Source: an optimization exercise on an open RTL-to-GDS flow (aim: small area, a short achievable clock period and few clock cycles per item). Production flows keep margins and buffers that such runs may drop. Only simulation tests tie the RTL to the original design; equivalence was not proved. No activity file was given, so power comes from the tool's default toggle rates.

== run A ==
==> flow/design.v <==
module agc4_alu (
    input  wire        clk,
    input  wire        rst,       
    input  wire        start,
    input  wire [2:0]  op,
    input  wire [15:0] a_in,      
    input  wire [15:0] k_in,      
    output wire        ready,
    output reg         done,
    output wire [15:0] res_a,
    output wire [15:0] res_lp,
    output reg  [1:0]  skip
);
    localparam OP_AD   = 3'd0;
    localparam OP_SU   = 3'd1;
    localparam OP_CS   = 3'd2;
    localparam OP_MASK = 3'd3;
    localparam OP_CCS  = 3'd4;
    localparam OP_MP   = 3'd5;
    localparam OP_DV   = 3'd6;
    localparam OP_TS   = 3'd7;
    reg         busy;       
    reg  [2:0]  cnt;        
    reg         md_dv;      
    reg         neg;        
    reg         inc;        
    reg  [15:0] h;          
    reg  [13:0] l;          
    reg  [13:0] d;          
    assign ready = !busy;
    wire [15:0] add_b = op[0] ? ~k_in : k_in;
    wire [16:0] add_s = {1'b0, a_in} + {1'b0, add_b};
    wire [15:0] nabs_k  = k_in[15] ? k_in : ~k_in;               
    wire        k_zero  = (k_in == 16'o000000) || (k_in == 16'o177777);
    wire        a_ovf   = a_in[15] ^ a_in[14];
    wire [15:0] ts_r    = a_ovf ? 16'o000001 : a_in;
    wire [13:0] abs_a   = a_in[15] ? ~a_in[13:0] : a_in[13:0];
    wire        sr  = h[14];                                    
    wire [14:0] dd  = sr ? {1'b0, d} : ~{1'b0, d};              
    wire [14:0] t1  = {h[13:0], 1'b0} + dd + {14'd0, ~sr};
    wire [14:0] ca  = {h[12:0], 2'b00} + dd + {14'd0, ~sr};
    wire [15:0] x3  = md_dv ? {1'b0, h[12:0], 2'b00} : {2'b00, h[13:0]};
    wire [15:0] y3  = md_dv ? {dd, ~sr} : {1'b0, d & {14{l[1]}}, 1'b0};
    wire [15:0] z3  = md_dv ? {dd[14], dd} : {2'b00, d & {14{l[0]}}};
    wire [15:0] cs_s = x3 ^ y3 ^ z3;
    wire [15:0] cs_c = (x3 & y3) | (x3 & z3) | (y3 & z3);
    wire [15:0] cb  = cs_s + {cs_c[14:0], md_dv & ~sr} + {15'd0, md_dv & ~sr};
    wire        pick_b = (t1[14] == sr);
    wire [14:0] s2  = pick_b ? cb[14:0] : ca;
    wire [13:0] l_rev = {l[0], l[1], l[2], l[3], l[4], l[5], l[6],
                         l[7], l[8], l[9], l[10], l[11], l[12], l[13]};
    wire [15:0] h_inc = h + {15'd0, inc};
    assign res_a  = (md_dv ? {2'b00, l_rev} : h_inc) ^ {16{neg}};
    assign res_lp = {2'b00, l} ^ {16{neg}};
    always @(posedge clk) begin
        if (rst) begin
            busy <= 1'b0;
            done <= 1'b0;
        end else if (busy) begin
            busy <= (cnt != 3'd0);
            done <= (cnt == 3'd0);
        end else begin
            busy <= start && (op == OP_MP || op == OP_DV);
            done <= start && !(op == OP_MP || op == OP_DV);
        end
    end
    always @(posedge clk) begin
        skip <= 2'd0;
        inc  <= 1'b0;
        if (busy) begin
            cnt <= cnt - 3'd1;
            if (md_dv) begin
                h <= {1'b0, s2};
                l <= {~s2[14], ~t1[14], l[13:2]};
            end else begin
                h <= {2'b00, cb[15:2]};
                l <= {cb[1:0], l[13:2]};
            end
        end else begin
            cnt   <= 3'd6;
            md_dv <= (op == OP_DV);
            neg   <= 1'b0;
            d     <= ~nabs_k[13:0];
            l     <= abs_a;
            case (op)
                OP_AD, OP_SU: begin
                    h   <= add_s[15:0];
                    inc <= add_s[16];
                end
                OP_CS: begin
                    h    <= k_in;
                    neg  <= 1'b1;
                end
                OP_MASK:      h <= a_in & k_in;
                OP_CCS: begin
                    h    <= nabs_k;
                    inc  <= !k_zero;
                    neg  <= 1'b1;
                    skip <= {k_in[15], k_zero};
                end
                OP_MP: begin
                    h    <= 16'd0;
                    neg  <= a_in[15] ^ k_in[15];
                end
                OP_DV: begin
                    h    <= {2'b00, abs_a};
                    neg  <= a_in[15] ^ k_in[15];
                end
                default: begin    
                    h    <= ts_r;
                    neg  <= a_ovf & a_in[15];
                    skip <= {1'b0, a_ovf};
                end
            endcase
        end
    end
endmodule
clock: 7.0 ns
lec_check: 0
cap_margin: 20
core_margin: 2
core_utilization: 55
cts_buf_list: sky130_fd_sc_hd__clkbuf_8
place_density: 0.7
setup_slack_margin: 2.8
slew_margin: 20
standard.sh (not shown) runs the stock make flow with config.mk's settings and CLKGATE_MAP_FILE= SYNTH_SCRIPT=/design/flow/synth_recipe.tcl, a recipe that flattens the netlist after the stock synthesis.
==> flow/flow/run.sh <==
#!/bin/bash
# Standard layout, with the input and output port buffers made as buf_2
# instead of the flow's default choice. Each tool's output goes to the
# ORFS logs; make's own output goes to standard.log.
set -euo pipefail
export BUFFER_PORTS_ARGS="-buffer_cell sky130_fd_sc_hd__buf_2"
bash standard.sh > standard.log 2>&1
Testbench counts of run A, summed over its fixed seeds: cycles 10,046, items 3,200.
Setup changes, run A to run B
- swapping 0.7 for 0.6 in PLACE_DENSITY
- clearing CTS_BUF_LIST, which used to be sky130_fd_sc_hd__clkbuf_8
- swapping 55 for 40 in CORE_UTILIZATION
- putting TNS_END_PERCENT at 10 where nothing was set
--- outcome ---
- Site row count in run B is about 17% above run A.
- Wire length on met2 ended up about 9% higher on run B than on run A.
- Die outline area (higher): run B
- Re cell count: run A and run B aren't equal, and the lower value belongs to run A.
- On run B: maximum number of pins on one net before global-route repair is 29 higher than what run A gave.
[inputs] run C vs run B
- swapping 2.8 for 1.5 in SETUP_SLACK_MARGIN
- clearing TNS_END_PERCENT, which used to be 10
==> flow/run.sh (new file) <==
#!/bin/bash
# synth_recipe.tcl (not shown) runs the flow's synth.tcl, then flattens the netlist and writes it again
# the make line also repeats each setting of config.mk as NAME=value (left out here)
make -C /OpenROAD-flow-scripts/flow DESIGN_CONFIG=/design/flow/config.mk WORK_HOME=/design/flow/orfs CLKGATE_MAP_FILE= SYNTH_SCRIPT=/design/flow/synth_recipe.tcl finish
removed: flow/flow/run.sh
removed: flow/standard.sh
==> notes.md <==
Run C did not stop at any stage, and its layout met the timing, DRC and antenna checks.
Between run B and run C, the flow reports final standard cell area without fillers increasing by a few percent.
Diff run B..run C | sequential cell count | unchanged
Delta (run C minus run B): placed instance area has increased, data arrival time at the worst-slack endpoint has increased, final worst-path setup slack has decreased.
| sequential cell power | run B vs run C | ≈ equal |
Run B and run C ended up with roughly the same fraction of synthesized cell area in xor and xnor cells.
When run C is measured against run B, its maximum clock frequency turns out 13% lower.
Modified inputs, run D compared to run C
- CORE_UTILIZATION: 40 -> 55
- PLACE_DENSITY: 0.6 -> 0.7
- SETUP_SLACK_MARGIN: 1.5 -> 2.8
==> flow/flow/run.sh (new file) <==
#!/bin/bash
# Standard layout, with the input and output port buffers made as buf_2
# instead of the flow's default choice. Each tool's output goes to the
# ORFS logs; make's own output goes to standard.log.
set -euo pipefail
export BUFFER_PORTS_ARGS="-buffer_cell sky130_fd_sc_hd__buf_2"
bash standard.sh > standard.log 2>&1
==> flow/standard.sh (new file) <==
#!/bin/bash
# synth_recipe.tcl (not shown) runs the flow's synth.tcl, then flattens the netlist and writes it again
# the make line also repeats each setting of config.mk as NAME=value (left out here)
make -C /OpenROAD-flow-scripts/flow DESIGN_CONFIG=/design/flow/config.mk WORK_HOME=/design/flow/orfs CLKGATE_MAP_FILE= SYNTH_SCRIPT=/design/flow/synth_recipe.tcl "${@:-finish}"
removed: flow/run.sh
[summary]
Diff run C -> run D | core region area | decrease of about 27%
Run D: combinational share of power lower than run C
Comparing run D and run C, overall routed net length is higher on run C.

## separate check: timing with driven ports
The results above use ideal ports. As a check the final layouts listed here were re-extracted and re-timed, cells and wires unchanged. Step 1 sets driving cells, clkbuf_16 on the clock port and buf_2 on the other inputs (assumed; they add their load-dependent delay and slew). Step 2 times the ports against the registers' clock, not the clock port: input delays grow and output delays shrink by t, the midpoint of the rising clock arrivals with the driver on. Three values: ideal ports, drivers, drivers and shift; two values: the first two.
run | t, ns | slack for setup (ns) | worst hold slack (ns) | worst register clock-pin slew, ns
run A | 0.345 | 3.007 / 2.978 / 2.795 | 0.410 / 0.410 / 0.410 | 0.10 / 0.10
run B | 0.328 | 2.978 / 2.978 / 2.699 | 0.408 / 0.408 / 0.408 | 0.07 / 0.07
run C | 0.330 | 2.363 / 2.380 / 2.050 | 0.409 / 0.409 / 0.409 | 0.07 / 0.07
run D | 0.327 | 3.049 / 3.013 / 2.773 | 0.406 / 0.406 / 0.406 | 0.07 / 0.07
After both steps setup and hold are still met in every run listed. For run C, which loses most, drivers alone change the setup slack by +0.017 ns; drivers and shift together by -0.313 ns.
